From an optimization exercise on the open Yosys and OpenROAD flow, aimed at small area; shortcuts taken in it are not production practice. In this exercise RTL edits were held to simulation tests only and were not proved equivalent to the original. Power and IR drop assume default switching activity.

==> run a: inputs <==
==> flow/design.v <==
module iotkv_event_queue #(
    parameter integer NENQ = 5,
    parameter integer KEYREQ = 3
) (
    input  wire              clk,
    input  wire              rst,
    input  wire              deq,             
    input  wire [NENQ-1:0]   enq_valid,
    input  wire [NENQ*3-1:0] enq_data,        
    output wire              key_taken,       
    output wire [2:0]        head,
    output wire              empty,
    output reg  [15:0]       drop_count
);
    localparam integer QCAP = 10;
    reg [3*QCAP-1:0] q_buf;           
    reg [3:0]        q_count;
    assign head  = q_buf[2:0];
    assign empty = (q_count == 4'd0);
    wire [3:0] base = q_count - {3'd0, deq};
    wire [QCAP:0] base_oh;
    genvar g;
    generate
        for (g = 0; g <= QCAP; g = g + 1) begin : g_oh
            assign base_oh[g] = (base == g);
        end
    endgenerate
    wire [2:0] rank [0:NENQ-1];
    assign rank[0] = 3'd0;
    generate
        for (g = 1; g < NENQ; g = g + 1) begin : g_rank
            assign rank[g] = rank[g-1] + {2'd0, enq_valid[g-1]};
        end
    endgenerate
    wire [2:0] nv = rank[NENQ-1] + {2'd0, enq_valid[NENQ-1]};
    reg [2:0]      rec [0:NENQ-1];
    reg [NENQ-1:0] has;
    integer r, j, k;
    always @(*) begin
        for (r = 0; r < NENQ; r = r + 1) begin
            rec[r] = 3'b000;
            has[r] = (nv > r);
            for (j = r; j < NENQ; j = j + 1)
                rec[r] = rec[r] | ({3{enq_valid[j] && rank[j] == r}} & enq_data[3*j +: 3]);
        end
    end
    wire [4:0] key_pos = {1'b0, base} + {2'd0, rank[KEYREQ]};
    assign key_taken = enq_valid[KEYREQ] && (key_pos < QCAP);
    reg [QCAP-1:0] wr_en;
    reg [2:0]      wr_data [0:QCAP-1];
    always @(*) begin
        for (k = 0; k < QCAP; k = k + 1) begin
            wr_en[k]   = 1'b0;
            wr_data[k] = 3'b000;
            for (r = 0; r < NENQ; r = r + 1)
                if (k - r >= 0) begin
                    wr_en[k]   = wr_en[k] | (base_oh[k - r] & has[r]);
                    wr_data[k] = wr_data[k] | ({3{base_oh[k - r]}} & rec[r]);
                end
        end
    end
    wire [4:0] sum = {1'b0, base} + {2'd0, nv};
    wire       over = (sum > QCAP);
    wire [3:0] n_count = over ? QCAP : sum[3:0];
    wire [2:0] n_drops = over ? sum - QCAP : 3'd0;
    integer m;
    always @(posedge clk) begin
        for (m = 0; m < QCAP; m = m + 1) begin
            if (wr_en[m])
                q_buf[3*m +: 3] <= wr_data[m];
            else if (deq && m < QCAP - 1)
                q_buf[3*m +: 3] <= q_buf[3*((m + 1) % QCAP) +: 3];
        end
    end
    wire [16:0] drop_sum = {1'b0, drop_count} + {14'd0, n_drops};
    always @(posedge clk) begin
        if (rst) begin
            q_count    <= 4'd0;
            drop_count <= 16'd0;
        end else begin
            q_count    <= n_count;
            drop_count <= drop_sum[16] ? 16'hFFFF : drop_sum[15:0];
        end
    end
endmodule
module iotkv_debounce (
    input  wire clk,
    input  wire rst,
    input  wire sample_en,       
    input  wire s,               
    output wire edge_valid,      
    output wire pressed          
);
    reg       confirmed;
    reg [3:0] run;               
    wire diff = s ^ confirmed;
    wire full = (run == 4'd14);
    assign edge_valid = sample_en & diff & full;
    assign pressed    = !s;
    always @(posedge clk) begin
        if (rst) begin
            confirmed <= 1'b1;
            run       <= 4'd0;
        end else if (sample_en) begin
            if (!diff || full) run <= 4'd0;
            else               run <= run + 4'd1;
            if (diff && full)  confirmed <= s;
        end
    end
endmodule
module iotkv_keypad (
    input  wire       clk,
    input  wire       rst,
    input  wire       step_en,       
    input  wire       present,       
    input  wire [1:0] col,           
    input  wire [3:0] scan,          
    output wire       scanning,      
    output wire       key_valid,     
    output wire       key_digit,
    output wire       key_hash,
    output wire [3:0] key_value
);
    localparam [2:0] KP_IDLE    = 3'd0;
    localparam [2:0] KP_WAIT4   = 3'd1;
    localparam [2:0] KP_WAIT1   = 3'd4;
    localparam [2:0] KP_SCAN    = 3'd5;
    localparam [2:0] KP_RELEASE = 3'd6;
    reg [2:0] st;
    assign scanning  = (st == KP_SCAN);
    assign key_valid = step_en && scanning;
    wire [1:0] row = !scan[0] ? 2'd0 :
                     !scan[1] ? 2'd1 :
                     !scan[2] ? 2'd2 :
                     !scan[3] ? 2'd3 : 2'd0;
    wire low3 = (row != 2'd3) && (col != 2'd3);
    assign key_digit = low3 || (row == 2'd3 && col == 2'd1);
    assign key_hash  = (row == 2'd3 && col == 2'd2);
    assign key_value = low3 ? ({row, 1'b0} + {2'b00, row} + {2'b00, col} + 4'd1) : 4'd0;
    always @(posedge clk) begin
        if (rst) begin
            st <= KP_IDLE;
        end else if (step_en) begin
            case (st)
                KP_IDLE:    if (present) st <= KP_WAIT4;
                KP_WAIT1:   st <= present ? KP_SCAN : KP_IDLE;
                KP_SCAN:    st <= KP_RELEASE;
                KP_RELEASE: if (!present) st <= KP_IDLE;
                default:    st <= st + 3'd1;    
            endcase
        end
    end
endmodule
module iotkv_bus_slave (
    input  wire       clk,
    input  wire       rst,
    input  wire       ev_valid,
    input  wire [2:0] ev_kind,
    input  wire       ev_data7,
    input  wire [2:0] door_state,
    output wire       actuate,         
    output reg        tx_valid,
    output reg  [2:0] tx_state
);
    reg bus_phase;
    wire is_rx = (ev_kind == 3'd1);
    wire keep  = (ev_kind == 3'd2) || (ev_kind == 3'd3);
    assign actuate = ev_valid && is_rx && bus_phase && ev_data7;
    always @(posedge clk) begin
        tx_state <= door_state;
        if (rst) begin
            bus_phase <= 1'b0;
            tx_valid  <= 1'b0;
        end else begin
            tx_valid <= ev_valid && (ev_kind == 3'd2);
            if (ev_valid && !keep)
                bus_phase <= is_rx;
        end
    end
endmodule
module iotkv_door_fsm (
    input  wire        clk,
    input  wire        rst,
    input  wire [15:0] cfg_pin,
    input  wire        key_taken,     
    input  wire        key_digit,
    input  wire        key_hash,
    input  wire [3:0]  key_value,
    output wire        key_match,     
    input  wire        q_empty,
    input  wire [2:0]  q_head,
    output wire        deq,           
    output wire        emit_valid,    
    output wire [2:0]  emit_rec,
    output reg  [2:0]  door_state
);
    localparam [2:0] DS_CLOSED          = 3'd0;
    localparam [2:0] DS_CLOSING_STOPPED = 3'd1;
    localparam [2:0] DS_OPEN            = 3'd2;
    localparam [2:0] DS_OPENING_STOPPED = 3'd3;
    localparam [2:0] DS_OPENING         = 3'd4;
    localparam [2:0] DS_CLOSING         = 3'd5;
    reg [2:0]  digits;
    reg [9:0]  acc;
    wire        fresh   = (digits == 3'd0) || digits[2];
    wire [13:0] acc_nxt = (fresh ? 14'd0 : {acc, 3'b000} + {3'b000, acc, 1'b0})
                          + {10'd0, key_value};
    wire        eq_code = (cfg_pin[15:14] == 2'b00) && (acc_nxt == cfg_pin[13:0]);
    assign key_match = key_hash && (digits == 3'd4);
    always @(posedge clk) begin
        if (rst) begin
            digits <= 3'd0;
        end else if (key_taken) begin
            if (key_digit) begin
                if (digits == 3'd3) digits <= eq_code ? 3'd4 : 3'd5;
                else if (digits[2]) digits <= 3'd1;
                else                digits <= digits + 3'd1;
            end else if (key_hash) begin
                digits <= 3'd0;
            end
        end
        if (key_taken && key_digit)
            acc <= acc_nxt[9:0];
    end
    reg pend_valid;
    reg pend_stop;
    assign emit_valid = pend_valid;
    assign emit_rec   = {1'b1, 1'b0, pend_stop};
    assign deq        = !pend_valid && !q_empty;
    always @(posedge clk) begin
        if (rst) begin
            door_state <= DS_CLOSED;
            pend_valid <= 1'b0;
        end else if (pend_valid) begin
            pend_valid <= 1'b0;
        end else if (deq) begin
            case (q_head)
                3'b001: begin
                    pend_valid <= 1'b1;
                    pend_stop  <= door_state[2];
                end
                3'b010: door_state <= DS_CLOSED;
                3'b011: door_state <= DS_OPEN;
                3'b100: door_state <= (door_state == DS_CLOSED || door_state == DS_CLOSING_STOPPED)
                                      ? DS_OPENING : DS_CLOSING;
                3'b101: begin
                    if (door_state == DS_OPENING)      door_state <= DS_OPENING_STOPPED;
                    else if (door_state == DS_CLOSING) door_state <= DS_CLOSING_STOPPED;
                end
                default: ;
            endcase
        end
    end
endmodule
module iotkv_core (
    input  wire        clk,
    input  wire        rst,
    input  wire [15:0] cfg_pin_i,
    input  wire        tick_i,
    input  wire        lim_closed_i,
    input  wire        lim_open_i,
    input  wire [3:0]  kp_sense_i,
    output wire [3:0]  kp_sense_o,
    output wire        kp_sense_oe,
    input  wire [3:0]  kp_scan_i,
    output wire [3:0]  kp_scan_o,
    output wire        kp_scan_oe,
    input  wire        bus_ev_valid_i,
    input  wire [2:0]  bus_ev_kind_i,
    input  wire [7:0]  bus_ev_data_i,
    output wire        bus_tx_valid_o,
    output wire [7:0]  bus_tx_data_o,
    output wire [7:0]  duty_open_o,
    output wire [7:0]  duty_close_o,
    output wire [6:0]  door_state_o,
    output wire [15:0] drop_count_o
);
    reg       tk_d1;
    reg       tk_d2;
    reg       tk_cl;
    reg       tk_ol;
    reg       tk_present;
    reg [1:0] tk_col;
    wire tick_step = tk_d2;
    always @(posedge clk) begin
        tk_d1 <= tick_i;
        if (rst) tk_d2 <= 1'b0;
        else     tk_d2 <= tk_d1;
        if (tick_i) begin
            tk_cl      <= lim_closed_i;
            tk_ol      <= lim_open_i;
            tk_present <= (kp_sense_i != 4'b1111);
            tk_col     <= !kp_sense_i[0] ? 2'd0 :
                          !kp_sense_i[1] ? 2'd1 :
                          !kp_sense_i[2] ? 2'd2 :
                          !kp_sense_i[3] ? 2'd3 : 2'd0;
        end
    end
    wire cl_edge, cl_press, ol_edge, ol_press;
    iotkv_debounce u_db_cl (
        .clk(clk), .rst(rst), .sample_en(tick_step), .s(tk_cl),
        .edge_valid(cl_edge), .pressed(cl_press)
    );
    iotkv_debounce u_db_ol (
        .clk(clk), .rst(rst), .sample_en(tick_step), .s(tk_ol),
        .edge_valid(ol_edge), .pressed(ol_press)
    );
    wire       key_valid;
    wire       key_digit;
    wire       key_hash;
    wire [3:0] key_value;
    wire       scanning;
    iotkv_keypad u_kp (
        .clk(clk), .rst(rst), .step_en(tick_step),
        .present(tk_present), .col(tk_col), .scan(kp_scan_i),
        .scanning(scanning), .key_valid(key_valid),
        .key_digit(key_digit), .key_hash(key_hash), .key_value(key_value)
    );
    wire role_swapped = scanning && (tk_d1 || tk_d2);
    assign kp_scan_oe  = !role_swapped;
    assign kp_scan_o   = 4'b0000;
    assign kp_sense_oe = role_swapped;
    assign kp_sense_o  = 4'b0000;
    wire [2:0] door_state;
    wire       actuate;
    wire [2:0] tx_state;
    iotkv_bus_slave u_bus (
        .clk(clk), .rst(rst),
        .ev_valid(bus_ev_valid_i), .ev_kind(bus_ev_kind_i), .ev_data7(bus_ev_data_i[7]),
        .door_state(door_state), .actuate(actuate),
        .tx_valid(bus_tx_valid_o), .tx_state(tx_state)
    );
    assign bus_tx_data_o = {5'b00000, tx_state};
    wire [2:0] q_head;
    wire       q_empty;
    wire       deq;
    wire       emit_valid;
    wire [2:0] emit_rec;
    wire       key_match;
    wire       key_taken;
    iotkv_event_queue u_q (
        .clk(clk), .rst(rst), .deq(deq),
        .enq_valid({actuate, key_valid, ol_edge, cl_edge, emit_valid}),
        .enq_data({3'b001, {2'b00, key_match}, {1'b0, ol_press, ol_press},
                   {1'b0, cl_press, 1'b0}, emit_rec}),
        .key_taken(key_taken),
        .head(q_head), .empty(q_empty), .drop_count(drop_count_o)
    );
    iotkv_door_fsm u_fsm (
        .clk(clk), .rst(rst), .cfg_pin(cfg_pin_i),
        .key_taken(key_taken), .key_digit(key_digit), .key_hash(key_hash),
        .key_value(key_value), .key_match(key_match),
        .q_empty(q_empty), .q_head(q_head),
        .deq(deq), .emit_valid(emit_valid), .emit_rec(emit_rec),
        .door_state(door_state)
    );
    assign door_state_o = {4'b0000, door_state};
    assign duty_open_o  = {8{door_state[2] & !door_state[0]}};
    assign duty_close_o = {8{door_state[2] &  door_state[0]}};
endmodule
==> flow/run.sh <==
#!/bin/bash
# synth_recipe.tcl (not shown) runs the flow's synth.tcl, then flattens the netlist and writes it again
# the make line also repeats each setting of config.mk as NAME=value (left out here)
make -C /OpenROAD-flow-scripts/flow DESIGN_CONFIG=/design/flow/config.mk WORK_HOME=/design/flow/orfs CLKGATE_MAP_FILE= SYNTH_SCRIPT=/design/flow/synth_recipe.tcl finish
==> flow/config.mk <==
export PLATFORM = sky130hd
export DESIGN_NAME = iotkv_core
export DESIGN_NICKNAME = iotkv_core
export VERILOG_FILES = /design/flow/design.v
export SDC_FILE = /design/flow/constraint.sdc
export NUM_CORES = 4
export LEC_CHECK = 0
export CAP_MARGIN = 20
export CORE_MARGIN = 2
export CORE_UTILIZATION = 40
export SLEW_MARGIN = 20
==> flow/constraint.sdc <==
create_clock -name core_clock -period 15.0 [get_ports {clk}]
set_input_delay 3.0000 -clock core_clock [delete_from_list [all_inputs] [get_ports {clk}]]
set_output_delay 3.0000 -clock core_clock [all_outputs]
set_load 0.01 [all_outputs]
==> inputs of run b, as changes to run a <==
==> flow/design.v, changed modules only <==
module iotkv_event_queue #(
    parameter integer NENQ = 5,
    parameter integer KEYREQ = 3
) (
    input  wire              clk,
    input  wire              rst,
    input  wire              deq,             
    input  wire [NENQ-1:0]   enq_valid,
    input  wire [NENQ*3-1:0] enq_data,        
    output wire              key_taken,       
    output wire [2:0]        head,
    output wire              empty,
    output reg  [15:0]       drop_count
);
    localparam integer QCAP = 10;
    reg [3*QCAP-1:0] q_buf;           
    reg [3:0]        q_count;
    assign head  = q_buf[2:0];
    assign empty = (q_count == 4'd0);
    wire [3:0] base = q_count - {3'd0, deq};
    wire [QCAP:0] base_oh;
    genvar g;
    generate
        for (g = 0; g <= QCAP; g = g + 1) begin : g_oh
            assign base_oh[g] = (base == g);
        end
    endgenerate
    wire [2:0] rank [0:NENQ-1];
    assign rank[0] = 3'd0;
    generate
        for (g = 1; g < NENQ; g = g + 1) begin : g_rank
            assign rank[g] = rank[g-1] + {2'd0, enq_valid[g-1]};
        end
    endgenerate
    wire [2:0] nv = rank[NENQ-1] + {2'd0, enq_valid[NENQ-1]};
    reg [2:0] rec [0:NENQ-1];
    integer r, j, k;
    always @(*) begin
        for (r = 0; r < NENQ; r = r + 1) begin
            rec[r] = enq_data[3*(NENQ-1) +: 3];
            for (j = NENQ - 2; j >= r; j = j - 1)
                if (enq_valid[j] && rank[j] == r)
                    rec[r] = enq_data[3*j +: 3];
        end
    end
    wire [4:0] key_pos = {1'b0, base} + {2'd0, rank[KEYREQ]};
    assign key_taken = enq_valid[KEYREQ] && (key_pos < QCAP);
    reg [2:0] wr_data [0:QCAP-1];
    always @(*) begin
        for (k = 0; k < QCAP; k = k + 1) begin
            wr_data[k] = 3'b000;
            for (r = 0; r < NENQ; r = r + 1)
                if (k - r >= 0)
                    wr_data[k] = wr_data[k] | ({3{base_oh[k - r]}} & rec[r]);
        end
    end
    wire [4:0] sum = {1'b0, base} + {2'd0, nv};
    wire       over = (sum > QCAP);
    wire [3:0] n_count = over ? QCAP : sum[3:0];
    wire [2:0] n_drops = over ? sum - QCAP : 3'd0;
    integer m;
    always @(posedge clk) begin
        for (m = 0; m < QCAP; m = m + 1) begin
            q_buf[3*m +: 3] <= wr_data[m]
                | ({3{m < base}} & (deq ? (m < QCAP - 1 ? q_buf[3*((m + 1) % QCAP) +: 3] : 3'b000)
                                         : q_buf[3*m +: 3]));
        end
    end
    wire [16:0] drop_sum = {1'b0, drop_count} + {14'd0, n_drops};
    always @(posedge clk) begin
        if (rst) begin
            q_count    <= 4'd0;
            drop_count <= 16'd0;
        end else begin
            q_count    <= n_count;
            drop_count <= drop_sum[16] ? 16'hFFFF : drop_sum[15:0];
        end
    end
endmodule
module iotkv_debounce (
    input  wire clk,
    input  wire rst,
    input  wire sample_en,       
    input  wire s,               
    output wire edge_valid,      
    output wire pressed          
);
    reg       confirmed;
    reg [3:0] run;
    wire diff = s ^ confirmed;
    wire full = (run == 4'b1000);
    assign edge_valid = sample_en & diff & full;
    assign pressed    = !s;
    always @(posedge clk) begin
        if (rst) begin
            confirmed <= 1'b1;
            run       <= 4'b0000;
        end else if (sample_en) begin
            run <= diff ? {run[2:0], ~(run[3] ^ run[2])} : 4'b0000;
            if (diff && full) confirmed <= s;
        end
    end
endmodule
module iotkv_door_fsm (
    input  wire        clk,
    input  wire        rst,
    input  wire [15:0] cfg_pin,
    input  wire        key_taken,     
    input  wire        key_digit,
    input  wire        key_hash,
    input  wire [3:0]  key_value,
    output wire        key_match,     
    input  wire        q_empty,
    input  wire [2:0]  q_head,
    output wire        deq,           
    output wire        emit_valid,    
    output wire [2:0]  emit_rec,
    output reg  [2:0]  door_state
);
    localparam [2:0] DS_CLOSED          = 3'd0;
    localparam [2:0] DS_CLOSING_STOPPED = 3'd1;
    localparam [2:0] DS_OPEN            = 3'd2;
    localparam [2:0] DS_OPENING_STOPPED = 3'd3;
    localparam [2:0] DS_OPENING         = 3'd4;
    localparam [2:0] DS_CLOSING         = 3'd5;
    reg [2:0]  digits;
    reg [9:0]  acc;
    wire        fresh   = (digits == 3'd0) || digits[2];
    wire [13:0] acc_nxt = (fresh ? 14'd0 : {acc, 3'b000} + {3'b000, acc, 1'b0})
                          + {10'd0, key_value};
    wire        eq_code = (cfg_pin[15:14] == 2'b00) && (acc_nxt == cfg_pin[13:0]);
    assign key_match = key_hash && (digits == 3'd4);
    always @(posedge clk) begin
        if (rst) begin
            digits <= 3'd0;
        end else if (key_taken) begin
            if (key_digit) begin
                if (digits == 3'd3) digits <= eq_code ? 3'd4 : 3'd5;
                else if (digits[2]) digits <= 3'd1;
                else                digits <= digits + 3'd1;
            end else if (key_hash) begin
                digits <= 3'd0;
            end
        end
        if (key_taken && key_digit)
            acc <= acc_nxt[9:0];
    end
    reg pend_valid;
    assign emit_valid = pend_valid;
    assign emit_rec   = {1'b1, 1'b0, door_state[2]};
    assign deq        = !pend_valid && !q_empty;
    always @(posedge clk) begin
        if (rst) begin
            door_state <= DS_CLOSED;
            pend_valid <= 1'b0;
        end else if (pend_valid) begin
            pend_valid <= 1'b0;
        end else if (deq) begin
            case (q_head)
                3'b001: pend_valid <= 1'b1;
                3'b010: door_state <= DS_CLOSED;
                3'b011: door_state <= DS_OPEN;
                3'b100: door_state <= (door_state == DS_CLOSED || door_state == DS_CLOSING_STOPPED)
                                      ? DS_OPENING : DS_CLOSING;
                3'b101: begin
                    if (door_state == DS_OPENING)      door_state <= DS_OPENING_STOPPED;
                    else if (door_state == DS_CLOSING) door_state <= DS_CLOSING_STOPPED;
                end
                default: ;
            endcase
        end
    end
endmodule
==> flow/flow/run.sh (new file) <==
#!/bin/bash
# Standard ORFS layout, with two changes: port buffers use the smallest
# buffer cell, and clock-tree synthesis uses smaller clock buffers and no
# dummy loads. Each step's output goes to its own log here.
set -euo pipefail
export BUFFER_PORTS_ARGS="-buffer_cell sky130_fd_sc_hd__buf_1"
export CTS_ARGS="-sink_clustering_enable -repair_clock_nets -buf_list sky130_fd_sc_hd__clkbuf_8 -dont_use_dummy_load"
for step in synth floorplan place cts route finish; do
  bash standard.sh "$step" > "log_${step}.txt" 2>&1
done
==> flow/standard.sh (new file) <==
#!/bin/bash
# synth_recipe.tcl (not shown) runs the flow's synth.tcl, then flattens the netlist and writes it again
# the make line also repeats each setting of config.mk as NAME=value (left out here)
make -C /OpenROAD-flow-scripts/flow DESIGN_CONFIG=/design/flow/config.mk WORK_HOME=/design/flow/orfs CLKGATE_MAP_FILE= SYNTH_SCRIPT=/design/flow/synth_recipe.tcl "${@:-finish}"
--- a/flow/config.mk
+++ b/flow/config.mk
@@ -7,5 +7,5 @@
 export LEC_CHECK = 0
 export CAP_MARGIN = 20
 export CORE_MARGIN = 2
-export CORE_UTILIZATION = 40
+export CORE_UTILIZATION = 65
 export SLEW_MARGIN = 20
removed: flow/run.sh
==> inputs of run c, as changes to run a <==
==> flow/design.v, changed modules only <==
module iotkv_event_queue #(
    parameter integer NENQ = 5,
    parameter integer KEYREQ = 3
) (
    input  wire              clk,
    input  wire              rst,
    input  wire              deq,             
    input  wire [NENQ-1:0]   enq_valid,
    input  wire [NENQ*3-1:0] enq_data,        
    output reg               key_taken,       
    output wire [2:0]        head,
    output wire              empty,
    output reg  [15:0]       drop_count
);
    localparam [3:0] QCAP = 4'd10;
    reg [3*QCAP-1:0] q_buf;           
    reg [3:0] q_count;
    assign head  = q_buf[2:0];
    assign empty = (q_count == 4'd0);
    reg [3:0]  n_count;
    reg [2:0]  n_drops;
    reg [QCAP-1:0] wr_en;
    reg [2:0]  wr_data [0:QCAP-1];
    integer i, k, m;
    always @(*) begin
        n_count   = deq ? q_count - 4'd1 : q_count;
        n_drops   = 3'd0;
        key_taken = 1'b0;
        for (k = 0; k < QCAP; k = k + 1) begin
            wr_en[k]   = 1'b0;
            wr_data[k] = 3'b000;
        end
        for (i = 0; i < NENQ; i = i + 1) begin
            if (enq_valid[i]) begin
                if (n_count == QCAP) begin
                    n_drops = n_drops + 3'd1;
                end else begin
                    if (i == KEYREQ) key_taken = 1'b1;
                    for (k = 0; k < QCAP; k = k + 1) begin
                        if (n_count == k[3:0]) begin
                            wr_en[k]   = 1'b1;
                            wr_data[k] = enq_data[3*i +: 3];
                        end
                    end
                    n_count = n_count + 4'd1;
                end
            end
        end
    end
    always @(posedge clk) begin
        for (m = 0; m < QCAP; m = m + 1) begin
            if (wr_en[m])
                q_buf[3*m +: 3] <= wr_data[m];
            else if (deq && m < QCAP - 1)
                q_buf[3*m +: 3] <= q_buf[3*((m + 1) % QCAP) +: 3];
        end
    end
    wire [16:0] drop_sum = {1'b0, drop_count} + {14'd0, n_drops};
    always @(posedge clk) begin
        if (rst) begin
            q_count    <= 4'd0;
            drop_count <= 16'd0;
        end else begin
            q_count    <= n_count;
            drop_count <= drop_sum[16] ? 16'hFFFF : drop_sum[15:0];
        end
    end
endmodule
==> qor summary <==
Share of total power in combinational logic: run b 0.562; run c 0.518; run a 0.433
Clk slew on worst S/H paths: run b 0.09 ns; run c 0.07 ns; run a 0.07 ns
Non-clock inverter total of the final layout: run b 43; run c 48; run a 52
Run status: run b complete, no violations; run c complete, no violations; run a complete, no violations
Met3 Wirelength: run b 948 um; run c 1.31 mm; run a 766 um
Met2 GRT Util: run b 0.492; run c 0.308; run a 0.269
FF-to-FF setup slack: run b 8.30 ns; run c 4.93 ns; run a 7.69 ns
Library cell contributing the largest single delay on the critical path: run b nor4bb_1; run c a211oi_1; run a or4_1
Largest clock skew in the final design: run b 0.0282 ns; run c 0.00928 ns; run a 0.0114 ns
Hold_ws: run b 0.378 ns; run c 0.412 ns; run a 0.407 ns
Area share of and/or/nand/nor cells after synthesis: run b 0.220; run c 0.267; run a 0.211
Type of the setup path with the least slack: run b primary input to flip-flop; run c flip-flop to flip-flop; run a primary input to flip-flop
Max frequency: run b 126 MHz; run c 99.3 MHz; run a 122 MHz
Xor and xnor fraction of the mapped netlist area: run b 0.0600; run c 0.0648; run a 0.0614
Combined flip-flop and latch cell area: run b 2020 sq um; run c 2320 sq um; run a 2320 sq um
Area Overhead vs Synth: run b 5.26%; run c 13.6%; run a 15.5%
Post-layout minimum cycle time: run b 7.93 ns; run c 10.07 ns; run a 8.22 ns
Combinational power: run b 0.580 mW; run c 0.664 mW; run a 0.460 mW
Half-perimeter wire length after placement: run b 10.6 mm; run c 14.9 mm; run a 11.9 mm
Sequential cell fraction of total power: run b 0.311; run c 0.298; run a 0.346
Multi-input combinational cell area: run b 3780 sq um; run c 4870 sq um; run a 4160 sq um
Number of warning messages in the yosys log: run b 8; run c 7; run a 8
Number of DRC markers in iteration 0: run b 408; run c 569; run a 407
GRT met1 Usage: run b 0.368; run c 0.273; run a 0.254
Post-synthesis area per instance: run b 8.51 sq um; run c 8.22 sq um; run a 8.81 sq um

==> re-timing with driven ports <==
No port has a modelled driver above. Below, the same layouts with a new extraction and two added sets of constraints. Step 1 sets driving cells, clkbuf_16 on the clock port and buf_2 on the other inputs (assumed; they add their load-dependent delay and slew). Step 2, shift: input delay + t, output delay - t, t = (earliest + latest rising clock arrival at the registers) / 2. This alone moves slack from input paths to output paths. a / b / c = ideal ports / drivers / drivers and shift; a / b = the first two.
run	t (ns)	setup slack, ns	worst setup path at the end
run a	0.392	6.780 / 6.796 / 6.404	input to register
run b	0.380	7.072 / 7.086 / 6.706	input to register
run c	0.393	4.929 / 4.929 / 4.929	register to register
After both steps every run listed still meets setup and hold. The setup slack of run a, which loses most, moves by +0.016 ns with the drivers and by -0.376 ns with both steps.
